This design comes from an exercise in tuning for small area on the open sky130 flow, not from production work.
Only simulation tests tie the RTL to the original design; equivalence was not proved.
Power and IR drop assume default switching activity.

// pjon_rx
module pjon_rx (
    input  wire        clk,
    input  wire        rst_n,           
    input  wire        cmd_valid,
    input  wire [31:0] cmd,
    input  wire [2:0]  ev_clr,
    input  wire        cfg_shared,
    input  wire        cfg_simplex,
    input  wire        cfg_router,
    input  wire [7:0]  device_id,
    input  wire [31:0] bus_id,
    input  wire [2:0]  irq_en,
    output reg  [2:0]  result_code,
    output reg         ev_deliver,
    output reg         ev_resp_valid,
    output reg         ev_overrun,
    output wire        rx_active,
    output wire        irq,
    output wire [31:0] result,
    output wire [7:0]  resp,
    output reg  [7:0]  meta_rx_id,
    output reg  [7:0]  meta_tx_id,
    output reg  [31:0] meta_rx_bus,
    output reg  [31:0] meta_tx_bus,
    output reg  [15:0] meta_header,
    output wire [15:0] rx_length,
    output wire [15:0] rx_count,
    output wire [15:0] rx_payoff,
    output wire [15:0] rx_paylen,
    output reg  [7:0]  crc8_acc,
    output wire [31:0] crc32_acc
);
    localparam [2:0] R_NONE    = 3'd0;
    localparam [2:0] R_ACK     = 3'd1;
    localparam [2:0] R_NAK     = 3'd2;
    localparam [2:0] R_FAIL    = 3'd3;
    localparam [2:0] R_BUSY    = 3'd4;
    localparam [2:0] R_ILLEGAL = 3'd6;
    function [7:0] crc8_step;
        input [7:0] acc;
        input [7:0] b;
        reg [7:0] t;
        begin
            t = acc ^ b;
            crc8_step[0] = t[2] ^ t[4] ^ t[5];
  ...
Size in the first run: about 1500 cells after synthesis, about 320 flip-flops, ~330 I/O pins, roughly 14000 um2 of cells after synthesis.
==> flow/config.mk <==
export PLATFORM = sky130hd
export DESIGN_NAME = pjon_rx
export DESIGN_NICKNAME = pjon_rx
export VERILOG_FILES = /design/flow/design.v
export SDC_FILE = /design/flow/constraint.sdc
export NUM_CORES = 4
export LEC_CHECK = 0
export CAP_MARGIN = 0
export CORE_MARGIN = 2
export CORE_UTILIZATION = 40
export SLEW_MARGIN = 0
==> flow/constraint.sdc <==
create_clock -name core_clock -period 12.0 [get_ports {clk}]
set_input_delay 2.4000 -clock core_clock [delete_from_list [all_inputs] [get_ports {clk}]]
set_output_delay 2.4000 -clock core_clock [all_outputs]
set_load 0.01 [all_outputs]
standard.sh (not shown) runs the stock make flow with config.mk's settings and CLKGATE_MAP_FILE= SYNTH_SCRIPT=/design/flow/synth_recipe.tcl, a recipe that flattens the netlist after the stock synthesis.
==> flow/flow/run.sh <==
#!/bin/bash
# Own layout flow: the standard ORFS flow (standard.sh) with these changes
#  - synthesis maps logic with an area-oriented ABC script (flow/abc_map.script,
#    an &deepsyn pass of up to 200 s, then area mapping with don't-care
#    resynthesis)
#    instead of ORFS's delay-oriented one, and leaves adders to ABC instead of
#    mapping them to half/full adder cells first; the rest of synthesis, and
#    so the registers, are unchanged;
#  - ports are buffered with buf_1 instead of the default buffer pick;
#  - the constant outputs share synthesis's single tie cell (no per-port
#    tie cells);
#  - the clock tree uses small clock buffers in sink clusters of up to 10,
#    without dummy loads.
# Each tool's output goes to a log file in this folder.
set -euo pipefail
W=$(pwd)
rm -rf "$W/scripts_mod"
cp -r "$FLOW_HOME/scripts" "$W/scripts_mod"
cp "$W/flow/abc_map.script" "$W/scripts_mod/abc_speed.script"
CTS="-sink_clustering_enable -repair_clock_nets -dont_use_dummy_load -sink_clustering_size 10 -sink_clustering_max_diameter 45 -buf_list {sky130_fd_sc_hd__clkbuf_2 sky130_fd_sc_hd__clkbuf_4}"
bash standard.sh \
  SCRIPTS_DIR="$W/scripts_mod" \
  ADDER_MAP_FILE= \
  SKIP_REPAIR_TIE_FANOUT=1 \
  BUFFER_PORTS_ARGS="-buffer_cell sky130_fd_sc_hd__buf_1" \
  CTS_ARGS="$CTS" \
  finish > "$W/standard_flow.log" 2>&1
==> flow/flow/abc_map.script <==
strash
dc2
&get -n
&deepsyn -J 100 -T 200
&put
dch -f
map -a
mfs2
strash
dc2
dch -f
map -a
mfs2
strash
dc2
dch -f
map -a
topo
The baseline completed with no timing, DRC or antenna violations.
Next try:
--- a/flow/flow/run.sh
+++ b/flow/flow/run.sh
@@ -2 +2 @@
-# Own layout flow: the standard ORFS flow (standard.sh) with these changes
+# Own layout flow: the standard ORFS flow (standard.sh) with three changes
@@ -4,2 +4 @@
-#    an &deepsyn pass of up to 200 s, then area mapping with don't-care
-#    resynthesis)
+#    a 30 s &deepsyn pass, then area mapping with don't-care resynthesis)
@@ -10,2 +8,0 @@
-#  - the constant outputs share synthesis's single tie cell (no per-port
-#    tie cells);
@@ -20 +17 @@
-CTS="-sink_clustering_enable -repair_clock_nets -dont_use_dummy_load -sink_clustering_size 10 -sink_clustering_max_diameter 45 -buf_list {sky130_fd_sc_hd__clkbuf_2 sky130_fd_sc_hd__clkbuf_4}"
+CTS="-sink_clustering_enable -repair_clock_nets -dont_use_dummy_load -sink_clustering_size 10 -sink_clustering_max_diameter 40 -buf_list {sky130_fd_sc_hd__clkbuf_2 sky130_fd_sc_hd__clkbuf_4}"
--- a/flow/flow/abc_map.script
+++ b/flow/flow/abc_map.script
@@ -4 +4 @@
-&deepsyn -J 100 -T 200
+&deepsyn -T 30
CAP_MARGIN = 20   (was 0)
SLEW_MARGIN = 20   (was 0)
=> The new run passed the timing, DRC and antenna checks; via count grows by 0.94%; synthesized area grows by 0.67%; wire length grows by about 7%; clock power grows by about 7%; power grows by 8.7%; sequential power hardly moves.
Next try:
PLACE_DENSITY = 0.8   (was default)
=> Global-route usage drops by 1.2 points. Worst setup slack loses 0.14 ns. Area after synthesis is unchanged. Routed wire length went down by a few percent. Final cell count stays flat. Hold slack gains 0.0039 ns. Total power drops slightly. Sequential power stays flat. Final area hardly moves. Core utilization barely changes. Non-clock buffer count climbs by 3.
Next try:
--- a/flow/flow/run.sh
+++ b/flow/flow/run.sh
@@ -21 +20,0 @@
-  SKIP_REPAIR_TIE_FANOUT=1 \
PLACE_DENSITY = default   (was 0.8)
After rerunning: Setup slack gets better by 0.14 ns. Area after synthesis does not change. First-iteration DRC count came out lower by 15%.

## port drivers added, routing unchanged
No port has a modelled driver above. Below, the same layouts with a new extraction and two added sets of constraints.
Step 1 assumes that a clkbuf_16 drives the clock port and a buf_2 every other input.
Step 2 adds t to the input delays and takes it off the output delays; t is the mean of the earliest and latest rising clock arrival at the registers after step 1. Input paths then give back, and output paths get back, about the clock's delay inside the block.
a / b / c = no drivers / after step 1 / after step 2; a / b = the first two.
run | shift t [ns] | slack for setup (ns) | hold slack, ns | worst setup path after step 2 | clock arrival spread, ns
the first run | 0.730 | 5.130 / 5.154 / 4.423 | 0.452 / 0.452 / 0.452 | input to register | 0.072 / 0.073
the second run | 0.808 | 5.187 / 5.160 / 4.351 | 0.407 / 0.407 / 0.407 | input to register | 0.161 / 0.161
the third run | 0.786 | 5.045 / 5.069 / 4.283 | 0.411 / 0.411 / 0.411 | input to register | 0.164 / 0.164
the fourth run | 0.728 | 5.183 / 5.211 / 4.483 | 0.405 / 0.405 / 0.405 | input to register | 0.175 / 0.176
After both steps setup and hold are still met in every run listed. For the second run, which loses most, drivers alone change the setup slack by -0.027 ns; drivers and shift together by -0.836 ns.
